This is an optimization exercise on Yosys and OpenROAD, whose aim is small area and a short achievable clock period, not a production implementation.
In this exercise RTL edits were held to simulation tests only and were not proved equivalent to the original.
Power is estimated from default activity; no workload was simulated.

==> inputs of run Y <==
==> flow/design.v (excerpt) <==
module dse_core (
    input  wire        clk,
    input  wire        rst,             
    input  wire        fine,            
    input  wire        coarse,          
    input  wire        sec,             
    input  wire        btnA_n,          
    input  wire        btnB_n,          
    input  wire        srst,            
    input  wire        bus_evt,         
    input  wire        bus_nack,
    input  wire        bus_data_ready,  
    input  wire        bus_stop,        
    input  wire [7:0]  bus_rdata,
    output wire [1:0]  mode_o,
    output wire        disp_req,
    output wire [4:0]  hours_o,
    output wire [5:0]  minutes_o,
    output wire [5:0]  seconds_o,
    output wire [15:0] avg_temp,
    output wire        avg_valid,
    output wire        sensor_fault,
    output wire [3:0]  sensor_state,
    output wire        cmd_valid,
    output wire [2:0]  cmd_kind,
    output wire [6:0]  cmd_addr,
    output wire [7:0]  cmd_data
);
make LEC_CHECK=0 CAP_MARGIN=20 CORE_MARGIN=2 CORE_UTILIZATION=40 SLEW_MARGIN=20 finish   # period 45.0 ns
run.sh (not shown) runs the stock make flow with config.mk's settings and CLKGATE_MAP_FILE= SYNTH_SCRIPT=/design/flow/synth_recipe.tcl, a recipe that flattens the netlist after the stock synthesis.
==> run P (differences from run Y) <==
--- a/flow/design.v
+++ b/flow/design.v
@@ -1540,27 +1540,31 @@
     reg        [23:0] wa_q, wb_q;   
     reg               wc_q;
     reg               pend;        
     reg               pub;         
     reg        [3:0]  count;
-    reg signed [15:0] q;
+    reg signed [13:0] q;
     reg        [3:0]  r;
     reg        [15:0] avg_hold;
     reg               avg_v;
     wire ph1 = byte_idx[0];        
-    wire [7:0]  d_hi = ph1 ? raw_msb   : bus_rdata;
     wire [7:0]  d_lo = ph1 ? bus_rdata : 8'd0;
-    wire [16:0] dgen = {1'b0, d_hi, d_lo} - {1'b0, cal_t1};
+    wire [8:0]  lo9  = {1'b0, d_lo} - {1'b0, cal_t1[7:0]};
+    wire [8:0]  hr0  = {1'b0, raw_msb} - {1'b0, cal_t1[15:8]};
+    wire [8:0]  hr1  = hr0 - 9'd1;
+    wire [8:0]  hk   = {1'b0, bus_rdata} - {1'b0, cal_t1[15:8]} - {8'd0, |cal_t1[7:0]};
+    wire [8:0]  hi9  = ph1 ? (lo9[8] ? hr1 : hr0) : hk;
+    wire [16:0] dgen = {hi9, lo9[7:0]};
     wire [31:0] sqa, sqb;
     dse_square u_sq (.d(dgen), .sa(sqa), .sb(sqb));
     wire [31:0] sq = sqa + sqb;
     wire [33:0] va, vb;
     dse_var1 u_v1 (.a(aa_q), .a2(ab_q), .b(bus_rdata), .t(cal_t2), .va(va), .vb(vb));
     wire [10:0] vlo = {1'b0, va[9:0]} + {1'b0, vb[9:0]};
     wire [20:0] mx = ph1 ? {1'b0, sq[31:12]} : {{4{dgen[16]}}, dgen};
     wire [15:0] my = ph1 ? cal_t3 : cal_t2;
-    wire [37:0] za = ph1 ? {va[33:10], 14'd0} : {{3{q[15]}}, q, 19'd0};
+    wire [37:0] za = ph1 ? {va[33:10], 14'd0} : 38'd0;
     wire [37:0] zb = ph1 ? {vb[33:10], 14'd0} : 38'd0;
     wire        zc = ph1 & vlo[10];
     wire [37:0] pa, pb;
     dse_mac u_mac (.x(mx), .y(my), .za(za), .zb(zb), .zc(zc), .pa(pa), .pb(pb));
     wire [14:0] wlo = {1'b0, pa[13:0]} + {1'b0, pb[13:0]};
@@ -1568,40 +1572,33 @@
         if (ev_bus && ps == PS_READING && !byte_idx[0])
         begin
             aa_q <= pa[33:0];
             ab_q <= pb[33:0];
         end
-        if (sample_valid) begin
-            wa_q <= pa[37:14];
-            wb_q <= pb[37:14];
-            wc_q <= wlo[14];
-        end
+        wa_q <= pa[37:14];
+        wb_q <= pb[37:14];
+        wc_q <= wlo[14];
     end
-    wire signed [23:0] tfq  = wa_q + wb_q + wc_q;
-    wire signed [15:0] aq   = {tfq[23], tfq[23:9]};  
-    wire        [8:0]  tb   = tfq[8:0];             
-    wire        [11:0] t5   = {tb, 2'b00} + tb + 12'd128;
-    wire        [3:0]  h    = t5[11:8];            
-    wire        [4:0]  g    = r + h;
-    wire               e0   = (g >= 5'd10);
-    wire        [3:0]  rn   = e0 ? g - 5'd10 : g[3:0];
-    wire signed [15:0] fq   = aq + e0;             
-    wire signed [15:0] avg_u = fq + ((fq < 0) && (rn != 4'd0));
-    wire signed [24:0] q512 = {q, 9'd0};
-    wire               c_lo = (tfq < q512 - 25'sd204825);
-    wire               c_hi = (tfq > q512 + 25'sd435225);
-    wire signed [15:0] q_lo = q - 16'sd400;
-    wire signed [15:0] q_hi = q + 16'sd850;
-    wire signed [15:0] avg_lo = q_lo + ((q_lo < 0) && (r != 4'd0));
-    wire signed [15:0] avg_hi = q_hi + ((q_hi < 0) && (r != 4'd0));
-    wire        [15:0] avg_c = c_lo ? avg_lo : c_hi ? avg_hi : avg_u;
+    wire signed [23:0] tf    = wa_q + wb_q + wc_q;
+    wire               c_lo  = (tf < -24'sd204825);
+    wire               c_hi  = (tf >  24'sd435225);
+    wire        [8:0]  b9    = tf[8:0];
+    wire        [11:0] t5    = {b9, 2'b00} + b9 + 12'd128;
+    wire        [3:0]  h     = (c_lo || c_hi) ? 4'd0 : t5[11:8];
+    wire signed [10:0] a_sel = c_lo ? -11'sd400 : c_hi ? 11'sd850 : tf[19:9];
+    wire        [4:0]  g     = r + h;
+    wire               e0    = (g >= 5'd10);
+    wire        [3:0]  rn    = e0 ? g - 5'd10 : g[3:0];
+    wire signed [1:0]  e0s   = {1'b0, e0};
+    wire signed [15:0] fq    = q + a_sel + e0s;       
+    wire signed [15:0] avg_c = fq + ((fq < 0) && (rn != 4'd0));
     always @(posedge clk) begin
         if (rst) begin
             pend     <= 1'b0;
             pub      <= 1'b0;
             count    <= 4'd0;
-            q        <= 16'sd0;
+            q        <= 14'sd0;
             r        <= 4'd0;
             avg_hold <= 16'd0;
             avg_v    <= 1'b0;
         end else begin
             pend <= sample_valid;
@@ -1614,16 +1611,16 @@
                     count <= count + 4'd1;
                 end
             end
             if (pend) begin
                 if (pub) begin
-                    q        <= 16'sd0;
+                    q        <= 14'sd0;
                     r        <= 4'd0;
                     avg_hold <= avg_c;
                 end else begin
-                    q <= c_lo ? q_lo : c_hi ? q_hi : fq;
-                    r <= (c_lo || c_hi) ? r : rn;
+                    q <= fq[13:0];
+                    r <= rn;
                 end
             end
         end
     end
     assign mode_o       = mode;
==> results by group <==
Placement
  • Inst Count DP: 4778

Cells and area
  • Buffers outside the clock class: 141
  • Fraction of layout cells with a size suffix above 1: 4.65%

Detailed routing
  • Met2 WL: 42300 um

CTS
  • CTS Buf Count: 35

Synth
  • Syn Std Cell Area: 33700 um2

Power and ir drop
  • Combinational gate power: 1610 uW
  • Reg power frac: 14.6%

Setup path
  • Flop-to-flop setup slack: 30.52 ns

Outcome
  • Status: timing/DRC/antenna clean
# the run above: run P

==> results by group <==
Outcome
  • Status: timing/DRC/antenna clean

Cells and area
  • Fraction of layout cells with a size suffix above 1: 6.92%
  • Total area of sequential cells: 7260 um2
  • Buffers outside the clock class: 131

Power and ir drop
  • Combinational gate power: 694 uW
  • Reg power frac: 24.3%

Placement
  • Inst Count DP: 5115

CTS
  • CTS Buf Count: 34
  • H-tree depth: 2

Setup path
  • Flop-to-flop setup slack: 32.12 ns
  • Worst r2r dst: ab_q[19]$_DFFE_PP_
  • Worst setup path class: in2reg

Detailed routing
  • Met2 WL: 45900 um
# the run above: run Y


---

==> job 1628: inputs <==
Another version of the RTL of dse_core (not shown whole).
clock: 45.0 ns
lec_check: 0
abc_area: 1
cap_margin: 60
core_margin: 2
core_utilization: 60
gpl_timing_driven: 1
slew_margin: 60
==> inputs of job 411, as changes to job 1628 <==
CAP_MARGIN = 75   (was 60)
SLEW_MARGIN = 75   (was 60)
==> run notes <==
| metric | job 1628 | job 411 |
|---|---|---|
| Outcome | timing/DRC/antenna clean | timing/DRC/antenna clean |
| Met2 routing resource usage after global routing | 52.1% | 52.5% |
| Crit. Startpoint | d0_q[13] | d0_q[11] |
| Post-Route Skew | 0.0394 ns | 0.0550 ns |
| First-pass GRT wire length | 162,000 um | 162,000 um |
| Signal buf overhead | 2.96% | 3.45% |
| Part of the power in registers | 29.0% | 29.3% |
| Met1 global-route usage | 50.7% | 51.7% |
| Maximum ir drop on the vdd rail | 0.0330 mV | 0.0381 mV |
| Fin nets | 5,485 | 5,506 |
| Multi-input combinational area share | 66.5% | 66.6% |
| Startpoint of the worst-slack reg-to-reg timing path | d0_q[6] | d0_q[11] |
| Final core area utilization | 65.3% | 66.4% |
| Capture point of the critical path | avg_temp[1] | avg_temp[10] |
| Largest net degree at the start of global routing | 61 | 45 |
| Post-detail-place hpwl | 81,300 um | 82,200 um |
| GRT Overall Usage | 34.5% | 34.7% |

---

==> job 4346 <==
Another version of the RTL of dse_core (not shown whole).
## dse_core
module dse_core (
    input  wire        clk,
    input  wire        rst,             
    input  wire        fine,            
    input  wire        coarse,          
    input  wire        sec,             
    input  wire        btnA_n,          
    input  wire        btnB_n,          
    input  wire        srst,            
    input  wire        bus_evt,         
    input  wire        bus_nack,
    input  wire        bus_data_ready,  
    input  wire        bus_stop,        
    input  wire [7:0]  bus_rdata,
    output wire [1:0]  mode_o,
    output wire        disp_req,
    output wire [4:0]  hours_o,
    output wire [5:0]  minutes_o,
    output wire [5:0]  seconds_o,
    output wire [15:0] avg_temp,
    output wire        avg_valid,
    output wire        sensor_fault,
    output wire [3:0]  sensor_state,
    output wire        cmd_valid,
    output wire [2:0]  cmd_kind,
    output wire [6:0]  cmd_addr,
    output wire [7:0]  cmd_data
);
    localparam [6:0]   SLAVE_ADDR      = 7'h76;
    localparam [7:0]   REG_CALIB       = 8'h88;
    localparam [7:0]   REG_CTRL_MEAS   = 8'hF4;
    localparam [7:0]   CTRL_MEAS_VALUE = 8'h21;
    localparam [7:0]   REG_STATUS      = 8'hF3;
    localparam [7:0]   REG_TEMP        = 8'hFA;
    localparam integer IDLE_TIMEOUT    = 300;
    localparam [1:0] M_TEMP = 2'd0, M_CLOCK = 2'd1, M_EHOUR = 2'd2, M_EMIN = 2'd3;
    localparam [3:0] PS_READ_CAL   = 4'd0,
                     PS_WRITE_CAL  = 4'd1,
                     PS_CFG_DONE   = 4'd2,
                     PS_STAT_CFG   = 4'd3,
                     PS_STATUS     = 4'd4,
                     PS_WAIT_MEAS  = 4'd5,
                     PS_START_READ = 4'd6,
                     PS_READING    = 4'd7,
                     PS_ERROR      = 4'd8;
    localparam [3:0] C_NONE        = 4'd0,
                     C_SEND_CALIB  = 4'd1,    
                     C_SEND_MEAS   = 4'd2,    
                     C_SEND_CTRL   = 4'd3,    
                     C_SEND_STATUS = 4'd4,    
                     C_SEND_TEMP   = 4'd5,    
                     C_RECV_SINGLE = 4'd12,
  ...
make LEC_CHECK=0 ABC_AREA=1 CAP_MARGIN=60 CORE_MARGIN=2 CORE_UTILIZATION=80 GPL_TIMING_DRIVEN=1 SLEW_MARGIN=60 finish   # period 45.0 ns
==> job 7788 (differences from job 4346) <==
--- a/flow/design.v
+++ b/flow/design.v
@@ -1320,24 +1320,14 @@
                      PS_CFG_DONE   = 4'd2,
                      PS_STAT_CFG   = 4'd3,
                      PS_STATUS     = 4'd4,
                      PS_WAIT_MEAS  = 4'd5,
                      PS_START_READ = 4'd6,
                      PS_READING    = 4'd7,
                      PS_ERROR      = 4'd8;
-    localparam [3:0] C_NONE        = 4'd0,
-                     C_SEND_CALIB  = 4'd1,    
-                     C_SEND_MEAS   = 4'd2,    
-                     C_SEND_CTRL   = 4'd3,    
-                     C_SEND_STATUS = 4'd4,    
-                     C_SEND_TEMP   = 4'd5,    
-                     C_RECV_SINGLE = 4'd12,
-                     C_RECV_START  = 4'd13,
-                     C_RECV_CONT   = 4'd14,
-                     C_RECV_FINISH = 4'd15;
     localparam [2:0] K_SEND_SINGLE = 3'b000,
                      K_SEND_START  = 3'b001,
                      K_SEND_FINISH = 3'b011,
                      K_RECV_SINGLE = 3'b100,
                      K_RECV_START  = 3'b101,
                      K_RECV_CONT   = 3'b110,
                      K_RECV_FINISH = 3'b111;
@@ -1417,15 +1407,17 @@
     reg  [3:0]  ps;
     reg  [2:0]  byte_idx;
     reg         burst;         
     reg  [15:0] cal_t1;
     reg  [15:0] cal_t2;
     reg  [15:0] cal_t3;
     reg         cal_valid;
-    reg  [3:0]  cmd_c;         
+    reg         cmd_v;
+    reg  [2:0]  cmd_k;
+    reg  [7:0]  cmd_d;
     wire ps_waiting = (ps == PS_WRITE_CAL) || (ps == PS_STAT_CFG) || (ps == PS_STATUS) ||
                       (ps == PS_WAIT_MEAS) || (ps == PS_START_READ) || (ps == PS_READING);
     wire ps_idle    = (ps == PS_READ_CAL) || (ps == PS_CFG_DONE);
     wire ev_srst   = srst;
     wire ev_nack   = !srst && bus_evt && bus_nack && (ps != PS_ERROR);
     wire ev_bus    = !srst && bus_evt && !bus_nack && ps_waiting;
     wire ev_coarse = coarse && ps_idle;    
@@ -1433,28 +1425,32 @@
     wire sample_valid = ev_bus && (ps == PS_READING) && byte_idx[0];
     always @(posedge clk) begin
         if (rst) begin
             ps        <= PS_READ_CAL;
             byte_idx  <= 3'd0;
             burst     <= 1'b0;
             cal_valid <= 1'b0;
-            cmd_c     <= C_NONE;
+            cmd_v     <= 1'b0;
+            cmd_k     <= 3'd0;
+            cmd_d     <= 8'd0;
         end else begin
-            cmd_c <= C_NONE;
+            cmd_v <= 1'b0;
+            cmd_k <= 3'd0;
+            cmd_d <= 8'd0;
             if (ev_srst) begin
                 ps       <= cal_valid ? PS_CFG_DONE : PS_READ_CAL;
                 byte_idx <= 3'd0;
                 burst    <= 1'b0;
             end else if (ev_nack) begin
                 ps <= PS_ERROR;
             end else if (ev_bus) begin
                 case (ps)
                     PS_WRITE_CAL: begin
                         if (!burst) begin
-                            cmd_c <= C_RECV_START;
+                            cmd_v <= 1'b1; cmd_k <= K_RECV_START;
                             burst <= 1'b1;
                         end else begin
                             case (byte_idx)
                                 3'd0: cal_t1[7:0]  <= bus_rdata;
                                 3'd1: cal_t1[15:8] <= bus_rdata;
                                 3'd2: cal_t2[7:0]  <= bus_rdata;
                                 3'd3: cal_t2[15:8] <= bus_rdata;
@@ -1464,64 +1460,65 @@
                             if (byte_idx == 3'd5) begin
                                 cal_valid <= 1'b1;
                                 ps        <= PS_CFG_DONE;
                                 byte_idx  <= 3'd0;
                                 burst     <= 1'b0;
                             end else begin
                                 byte_idx <= byte_idx + 3'd1;
-                                cmd_c <= (byte_idx == 3'd4) ? C_RECV_FINISH : C_RECV_CONT;
+                                cmd_v <= 1'b1;
+                                cmd_k <= (byte_idx == 3'd4) ? K_RECV_FINISH : K_RECV_CONT;
                             end
                         end
                     end
                     PS_STAT_CFG: begin
-                        cmd_c <= C_SEND_CTRL;
+                        cmd_v <= 1'b1; cmd_k <= K_SEND_FINISH; cmd_d <= CTRL_MEAS_VALUE;
                         ps <= PS_STATUS;
                     end
                     PS_STATUS: begin
-                        cmd_c <= C_SEND_STATUS;
+                        cmd_v <= 1'b1; cmd_k <= K_SEND_SINGLE; cmd_d <= REG_STATUS;
                         ps <= PS_WAIT_MEAS;
                         burst <= 1'b0;
                     end
                     PS_WAIT_MEAS: begin
                         if (!burst) begin
-                            cmd_c <= C_RECV_SINGLE;
+                            cmd_v <= 1'b1; cmd_k <= K_RECV_SINGLE;
                             burst <= 1'b1;
                         end else if (status_ready) begin
-                            cmd_c <= C_SEND_TEMP;
+                            cmd_v <= 1'b1; cmd_k <= K_SEND_SINGLE; cmd_d <= REG_TEMP;
                             ps <= PS_START_READ;
                             burst <= 1'b0;
                         end else begin
-                            cmd_c <= C_SEND_STATUS;
+                            cmd_v <= 1'b1; cmd_k <= K_SEND_SINGLE; cmd_d <= REG_STATUS;
                             burst <= 1'b0;
                         end
                     end
                     PS_START_READ: begin
-                        cmd_c <= C_RECV_START;
+                        cmd_v <= 1'b1; cmd_k <= K_RECV_START;
                         ps <= PS_READING;
                         byte_idx <= 3'd0;
                         burst    <= 1'b1;
                     end
                     PS_READING: begin
                         if (!byte_idx[0]) begin
-                            cmd_c <= C_RECV_FINISH;
+                            cmd_v <= 1'b1; cmd_k <= K_RECV_FINISH;
                             byte_idx <= 3'd1;
                         end else begin
                             ps       <= PS_CFG_DONE;
                             byte_idx <= 3'd0;
                             burst    <= 1'b0;
                         end
                     end
                     default: ;
                 endcase
             end else if (ev_coarse) begin
                 if (ps == PS_READ_CAL) begin
-                    cmd_c <= C_SEND_CALIB;
+                    cmd_v <= 1'b1; cmd_k <= K_SEND_SINGLE; cmd_d <= REG_CALIB;
                     ps <= PS_WRITE_CAL;
                 end else begin
-                    cmd_c <= C_SEND_MEAS;
+                    cmd_v <= 1'b1; cmd_k <= K_SEND_START; cmd_d <= REG_CTRL_MEAS;
                     ps <= PS_STAT_CFG;
                 end
                 byte_idx <= 3'd0;
                 burst    <= 1'b0;
             end
         end
     end
@@ -1642,28 +1639,12 @@
     assign hours_o      = hh;
     assign minutes_o    = mm;
     assign seconds_o    = ss;
     assign avg_temp     = (pend && pub) ? avg_c : avg_hold;
     assign avg_valid    = avg_v;
     assign sensor_fault = (ps == PS_ERROR);
     assign sensor_state = ps;
-    reg [2:0] cmd_k;
-    reg [7:0] cmd_d;
-    always @(*) begin
-        case (cmd_c)
-            C_SEND_CALIB:  begin cmd_k = K_SEND_SINGLE; cmd_d = REG_CALIB;       end
-            C_SEND_MEAS:   begin cmd_k = K_SEND_START;  cmd_d = REG_CTRL_MEAS;   end
-            C_SEND_CTRL:   begin cmd_k = K_SEND_FINISH; cmd_d = CTRL_MEAS_VALUE; end
-            C_SEND_STATUS: begin cmd_k = K_SEND_SINGLE; cmd_d = REG_STATUS;      end
-            C_SEND_TEMP:   begin cmd_k = K_SEND_SINGLE; cmd_d = REG_TEMP;        end
-            C_RECV_SINGLE: begin cmd_k = K_RECV_SINGLE; cmd_d = 8'd0;            end
-            C_RECV_START:  begin cmd_k = K_RECV_START;  cmd_d = 8'd0;            end
-            C_RECV_CONT:   begin cmd_k = K_RECV_CONT;   cmd_d = 8'd0;            end
-            C_RECV_FINISH: begin cmd_k = K_RECV_FINISH; cmd_d = 8'd0;            end
-            default:       begin cmd_k = 3'd0;          cmd_d = 8'd0;            end
-        endcase
-    end
-    assign cmd_valid    = (cmd_c != C_NONE);
+    assign cmd_valid    = cmd_v;
     assign cmd_kind     = cmd_k;
-    assign cmd_addr     = cmd_valid ? SLAVE_ADDR : 7'd0;
+    assign cmd_addr     = cmd_v ? SLAVE_ADDR : 7'd0;
     assign cmd_data     = cmd_d;
 endmodule
==> flow/config.mk (replaced) <==
export PLATFORM = sky130hd
export DESIGN_NAME = dse_core
export DESIGN_NICKNAME = dse_core
export VERILOG_FILES = /design/flow/design.v
export SDC_FILE = /design/flow/constraint.sdc
export NUM_CORES = 4
export LEC_CHECK = 0
export ABC_AREA = 1
export CAP_MARGIN = 60
export CORE_MARGIN = 2
export CORE_UTILIZATION = 70
export GPL_TIMING_DRIVEN = 1
export SLEW_MARGIN = 60
==> job 6026 (differences from job 4346) <==
--- a/flow/design.v
+++ b/flow/design.v
@@ -1320,24 +1320,14 @@
                      PS_CFG_DONE   = 4'd2,
                      PS_STAT_CFG   = 4'd3,
                      PS_STATUS     = 4'd4,
                      PS_WAIT_MEAS  = 4'd5,
                      PS_START_READ = 4'd6,
                      PS_READING    = 4'd7,
                      PS_ERROR      = 4'd8;
-    localparam [3:0] C_NONE        = 4'd0,
-                     C_SEND_CALIB  = 4'd1,    
-                     C_SEND_MEAS   = 4'd2,    
-                     C_SEND_CTRL   = 4'd3,    
-                     C_SEND_STATUS = 4'd4,    
-                     C_SEND_TEMP   = 4'd5,    
-                     C_RECV_SINGLE = 4'd12,
-                     C_RECV_START  = 4'd13,
-                     C_RECV_CONT   = 4'd14,
-                     C_RECV_FINISH = 4'd15;
     localparam [2:0] K_SEND_SINGLE = 3'b000,
                      K_SEND_START  = 3'b001,
                      K_SEND_FINISH = 3'b011,
                      K_RECV_SINGLE = 3'b100,
                      K_RECV_START  = 3'b101,
                      K_RECV_CONT   = 3'b110,
                      K_RECV_FINISH = 3'b111;
@@ -1417,15 +1407,17 @@
     reg  [3:0]  ps;
     reg  [2:0]  byte_idx;
     reg         burst;         
     reg  [15:0] cal_t1;
     reg  [15:0] cal_t2;
     reg  [15:0] cal_t3;
     reg         cal_valid;
-    reg  [3:0]  cmd_c;         
+    reg         cmd_v;
+    reg  [2:0]  cmd_k;
+    reg  [7:0]  cmd_d;
     wire ps_waiting = (ps == PS_WRITE_CAL) || (ps == PS_STAT_CFG) || (ps == PS_STATUS) ||
                       (ps == PS_WAIT_MEAS) || (ps == PS_START_READ) || (ps == PS_READING);
     wire ps_idle    = (ps == PS_READ_CAL) || (ps == PS_CFG_DONE);
     wire ev_srst   = srst;
     wire ev_nack   = !srst && bus_evt && bus_nack && (ps != PS_ERROR);
     wire ev_bus    = !srst && bus_evt && !bus_nack && ps_waiting;
     wire ev_coarse = coarse && ps_idle;    
@@ -1433,28 +1425,32 @@
     wire sample_valid = ev_bus && (ps == PS_READING) && byte_idx[0];
     always @(posedge clk) begin
         if (rst) begin
             ps        <= PS_READ_CAL;
             byte_idx  <= 3'd0;
             burst     <= 1'b0;
             cal_valid <= 1'b0;
-            cmd_c     <= C_NONE;
+            cmd_v     <= 1'b0;
+            cmd_k     <= 3'd0;
+            cmd_d     <= 8'd0;
         end else begin
-            cmd_c <= C_NONE;
+            cmd_v <= 1'b0;
+            cmd_k <= 3'd0;
+            cmd_d <= 8'd0;
             if (ev_srst) begin
                 ps       <= cal_valid ? PS_CFG_DONE : PS_READ_CAL;
                 byte_idx <= 3'd0;
                 burst    <= 1'b0;
             end else if (ev_nack) begin
                 ps <= PS_ERROR;
             end else if (ev_bus) begin
                 case (ps)
                     PS_WRITE_CAL: begin
                         if (!burst) begin
-                            cmd_c <= C_RECV_START;
+                            cmd_v <= 1'b1; cmd_k <= K_RECV_START;
                             burst <= 1'b1;
                         end else begin
                             case (byte_idx)
                                 3'd0: cal_t1[7:0]  <= bus_rdata;
                                 3'd1: cal_t1[15:8] <= bus_rdata;
                                 3'd2: cal_t2[7:0]  <= bus_rdata;
                                 3'd3: cal_t2[15:8] <= bus_rdata;
@@ -1464,64 +1460,65 @@
                             if (byte_idx == 3'd5) begin
                                 cal_valid <= 1'b1;
                                 ps        <= PS_CFG_DONE;
                                 byte_idx  <= 3'd0;
                                 burst     <= 1'b0;
                             end else begin
                                 byte_idx <= byte_idx + 3'd1;
-                                cmd_c <= (byte_idx == 3'd4) ? C_RECV_FINISH : C_RECV_CONT;
+                                cmd_v <= 1'b1;
+                                cmd_k <= (byte_idx == 3'd4) ? K_RECV_FINISH : K_RECV_CONT;
                             end
                         end
                     end
                     PS_STAT_CFG: begin
-                        cmd_c <= C_SEND_CTRL;
+                        cmd_v <= 1'b1; cmd_k <= K_SEND_FINISH; cmd_d <= CTRL_MEAS_VALUE;
                         ps <= PS_STATUS;
                     end
                     PS_STATUS: begin
-                        cmd_c <= C_SEND_STATUS;
+                        cmd_v <= 1'b1; cmd_k <= K_SEND_SINGLE; cmd_d <= REG_STATUS;
                         ps <= PS_WAIT_MEAS;
                         burst <= 1'b0;
                     end
                     PS_WAIT_MEAS: begin
                         if (!burst) begin
-                            cmd_c <= C_RECV_SINGLE;
+                            cmd_v <= 1'b1; cmd_k <= K_RECV_SINGLE;
                             burst <= 1'b1;
                         end else if (status_ready) begin
-                            cmd_c <= C_SEND_TEMP;
+                            cmd_v <= 1'b1; cmd_k <= K_SEND_SINGLE; cmd_d <= REG_TEMP;
                             ps <= PS_START_READ;
                             burst <= 1'b0;
                         end else begin
-                            cmd_c <= C_SEND_STATUS;
+                            cmd_v <= 1'b1; cmd_k <= K_SEND_SINGLE; cmd_d <= REG_STATUS;
                             burst <= 1'b0;
                         end
                     end
                     PS_START_READ: begin
-                        cmd_c <= C_RECV_START;
+                        cmd_v <= 1'b1; cmd_k <= K_RECV_START;
                         ps <= PS_READING;
                         byte_idx <= 3'd0;
                         burst    <= 1'b1;
                     end
                     PS_READING: begin
                         if (!byte_idx[0]) begin
-                            cmd_c <= C_RECV_FINISH;
+                            cmd_v <= 1'b1; cmd_k <= K_RECV_FINISH;
                             byte_idx <= 3'd1;
                         end else begin
                             ps       <= PS_CFG_DONE;
                             byte_idx <= 3'd0;
                             burst    <= 1'b0;
                         end
                     end
                     default: ;
                 endcase
             end else if (ev_coarse) begin
                 if (ps == PS_READ_CAL) begin
-                    cmd_c <= C_SEND_CALIB;
+                    cmd_v <= 1'b1; cmd_k <= K_SEND_SINGLE; cmd_d <= REG_CALIB;
                     ps <= PS_WRITE_CAL;
                 end else begin
-                    cmd_c <= C_SEND_MEAS;
+                    cmd_v <= 1'b1; cmd_k <= K_SEND_START; cmd_d <= REG_CTRL_MEAS;
                     ps <= PS_STAT_CFG;
                 end
                 byte_idx <= 3'd0;
                 burst    <= 1'b0;
             end
         end
     end
@@ -1537,16 +1534,15 @@
     reg               avg_v;
     wire [8:0]  lo9  = {1'b0, x_q[7:0]} + {1'b0, bus_rdata};
     wire [8:0]  hr1  = x_q[16:8] + 9'd1;
     wire [8:0]  hi9  = lo9[8] ? hr1 : x_q[16:8];
     wire [16:0] dgen = {hi9, lo9[7:0]};
     wire [31:0] sqa, sqb;
     dse_square u_sq (.d(dgen), .sa(sqa), .sb(sqb));
-    wire [31:12] sq;
-    dse_add32 u_add_sq (.a(sqa), .b(sqb), .cin(1'b0), .s(sq));
+    wire [31:0] sq = sqa + sqb;
     wire [37:0] za = {u_q, 14'd0};
     wire [37:0] pa, pb;
     wire [7:0]  ye_o, ye_t, ye_n;
     dse_booth_enc u_enc (.y(sample_valid ? cal_t3 : cal_t2), .bo(ye_o), .bt(ye_t), .bn(ye_n));
     dse_mac u_mac (.x(x_q), .bo(yo_q), .bt(yt_q), .bn(yn_q), .za(za), .pa(pa), .pb(pb));
     wire [33:0] va, vb;
     wire [33:0] q19 = {q[13], q, 19'd0};
@@ -1601,69 +1597,66 @@
     wire signed [15:0] q_hi  = q + 16'sd850;
     wire signed [15:0] q_lm  = q - 16'sd401;
     wire               c_lo  = (s0x < q_lm) || ((s0x == q_lm) && !th[10]);
     wire               c_hi  = (s0x > q_hi) || ((s0x == q_hi) && th[1]);
     wire signed [15:0] avg_lo = q_lo + ((q_lo < 0) && (r != 4'd0));
     wire signed [15:0] avg_hi = q_hi + ((q_hi < 0) && (r != 4'd0));
     wire        [15:0] avg_c = c_lo ? avg_lo : c_hi ? avg_hi : avg_u;
+    reg               upd;
+    reg               upd_lo, upd_hi;
+    reg        [13:0] upd_q;
+    reg        [3:0]  upd_r;
+    always @(posedge clk) begin
+        upd_lo <= c_lo;
+        upd_hi <= c_hi;
+        upd_q  <= fq[13:0];
+        upd_r  <= rn;
+    end
     always @(posedge clk) begin
         if (rst) begin
+            upd      <= 1'b0;
             pend     <= 1'b0;
             pub      <= 1'b0;
             count    <= 4'd0;
             q        <= 14'sd0;
             r        <= 4'd0;
             avg_hold <= 16'd0;
             avg_v    <= 1'b0;
         end else begin
             pend <= sample_valid;
+            upd  <= pend && !pub;
             if (sample_valid) begin
                 pub  <= (count == 4'd9);
                 if (count == 4'd9) begin
                     avg_v <= 1'b1;
                     count <= 4'd0;
                 end else begin
                     count <= count + 4'd1;
                 end
             end
             if (pend) begin
                 if (pub) begin
                     q        <= 14'sd0;
                     r        <= 4'd0;
                     avg_hold <= avg_c;
-                end else begin
-                    q <= c_lo ? q_lo[13:0] : c_hi ? q_hi[13:0] : fq[13:0];
-                    r <= (c_lo || c_hi) ? r : rn;
                 end
             end
+            if (upd) begin
+                q <= upd_lo ? q_lo[13:0] : upd_hi ? q_hi[13:0] : upd_q;
+                r <= (upd_lo || upd_hi) ? r : upd_r;
+            end
         end
     end
     assign mode_o       = mode;
     assign disp_req     = (mode != M_TEMP);
     assign hours_o      = hh;
     assign minutes_o    = mm;
     assign seconds_o    = ss;
     assign avg_temp     = (pend && pub) ? avg_c : avg_hold;
     assign avg_valid    = avg_v;
     assign sensor_fault = (ps == PS_ERROR);
     assign sensor_state = ps;
-    reg [2:0] cmd_k;
-    reg [7:0] cmd_d;
-    always @(*) begin
-        case (cmd_c)
-            C_SEND_CALIB:  begin cmd_k = K_SEND_SINGLE; cmd_d = REG_CALIB;       end
-            C_SEND_MEAS:   begin cmd_k = K_SEND_START;  cmd_d = REG_CTRL_MEAS;   end
-            C_SEND_CTRL:   begin cmd_k = K_SEND_FINISH; cmd_d = CTRL_MEAS_VALUE; end
-            C_SEND_STATUS: begin cmd_k = K_SEND_SINGLE; cmd_d = REG_STATUS;      end
-            C_SEND_TEMP:   begin cmd_k = K_SEND_SINGLE; cmd_d = REG_TEMP;        end
-            C_RECV_SINGLE: begin cmd_k = K_RECV_SINGLE; cmd_d = 8'd0;            end
-            C_RECV_START:  begin cmd_k = K_RECV_START;  cmd_d = 8'd0;            end
-            C_RECV_CONT:   begin cmd_k = K_RECV_CONT;   cmd_d = 8'd0;            end
-            C_RECV_FINISH: begin cmd_k = K_RECV_FINISH; cmd_d = 8'd0;            end
-            default:       begin cmd_k = 3'd0;          cmd_d = 8'd0;            end
-        endcase
-    end
-    assign cmd_valid    = (cmd_c != C_NONE);
+    assign cmd_valid    = cmd_v;
     assign cmd_kind     = cmd_k;
-    assign cmd_addr     = cmd_valid ? SLAVE_ADDR : 7'd0;
+    assign cmd_addr     = cmd_v ? SLAVE_ADDR : 7'd0;
     assign cmd_data     = cmd_d;
 endmodule
==> flow/config.mk (replaced) <==
export PLATFORM = sky130hd
export DESIGN_NAME = dse_core
export DESIGN_NICKNAME = dse_core
export VERILOG_FILES = /design/flow/design.v
export SDC_FILE = /design/flow/constraint.sdc
export NUM_CORES = 4
export LEC_CHECK = 0
export ABC_AREA = 1
export CAP_MARGIN = 60
export CORE_MARGIN = 2
export CORE_UTILIZATION = 60
export GPL_TIMING_DRIVEN = 1
export SLEW_MARGIN = 60
==> impl.org <==
** Run status
- Result of the run :: complete, no violations

** Critical path
- The critical path ends at avg_temp[8].

** Placed design
- Summing all placed instances gives a cell area of 35,400 µm².

** Global routing
- Across every metal layer, demand over resource in global routing totals 34.3%.

** Routing
- In the final routing, the length of wire on met1 measures 42,500 µm.

** Power and ir drop
- Internal power of the cells :: 475 µW
[end of results for job 6026]
==> impl.org <==
** Run status
- Result of the run :: complete, no violations

** Critical path
- Critical Path End :: avg_temp[5]

** Placed design
- Dpl cell area :: 34,000 µm²

** Global routing
- Overall routing resource usage :: 36.9%
- Entering global routing, the biggest net connects 44 pins.

** Routing
- Wire length on met3 :: 9490 µm
- After detailed routing, the wire length on met1 is 37,500 µm.

** Power and ir drop
- Combinational logic is responsible for 34.4% of the overall power.
[end of results for job 7788]
==> impl.org <==
** Placed design
- After detailed placement, the total cell area comes to 33,600 µm².

** Power and ir drop
- Internal power comes to 458 µW.

** Critical path
- Library cell contributing the largest single delay on the critical path :: sky130_fd_sc_hd__clkdlybuf4s50_1
- Gate family responsible for the most delay along the worst path :: adder cells
- Following the worst setup path forward leads to its endpoint at avg_temp[1].

** Global routing
- Overall routing resource usage :: 46.7%

** Hold path
- The worst hold path begins at avg_hold[2].

** Routing
- After detailed routing, the wire length on met1 is 34,900 µm.
- Wire segments on met3 add up to 13,600 µm in the final route.

** Run status
- Result of the run :: complete, no violations
[end of results for job 4346]

[re-timing with driven ports]
No port has a modelled driver above. Below, the same layouts with a new extraction and two added sets of constraints. Step 1 assumes that a clkbuf_16 drives the clock port and a buf_2 every other input. Step 2 moves the port delays by t, midway between the first and last clock arrival at a register: inputs arrive t later, outputs are due t later. That takes back most of the time a late clock gives input paths. Three values: no drivers, after step 1, after step 2; two values: the first two.
run	t, ns	slack for setup (ns)	worst register clock-pin slew, ns	worst data-port slew with drivers (ns)
run Y	0.629	23.765 / 23.804 / 23.176	0.07 / 0.07	0.04
run P	0.621	21.983 / 22.026 / 21.405	0.07 / 0.07	0.04
job 1628	0.678	25.403 / 25.340 / 26.018	0.08 / 0.08	0.04
job 411	0.668	25.743 / 25.680 / 26.348	0.06 / 0.06	0.03
job 4346	0.638	25.717 / 25.658 / 25.957	0.07 / 0.07	0.04
job 7788	0.651	26.051 / 25.988 / 26.503	0.08 / 0.08	0.05
job 6026	0.650	26.284 / 26.223 / 26.873	0.07 / 0.07	0.05
After both steps every run listed still meets setup and hold. For run Y, which loses most, drivers alone change the setup slack by +0.039 ns; drivers and shift together by -0.589 ns.
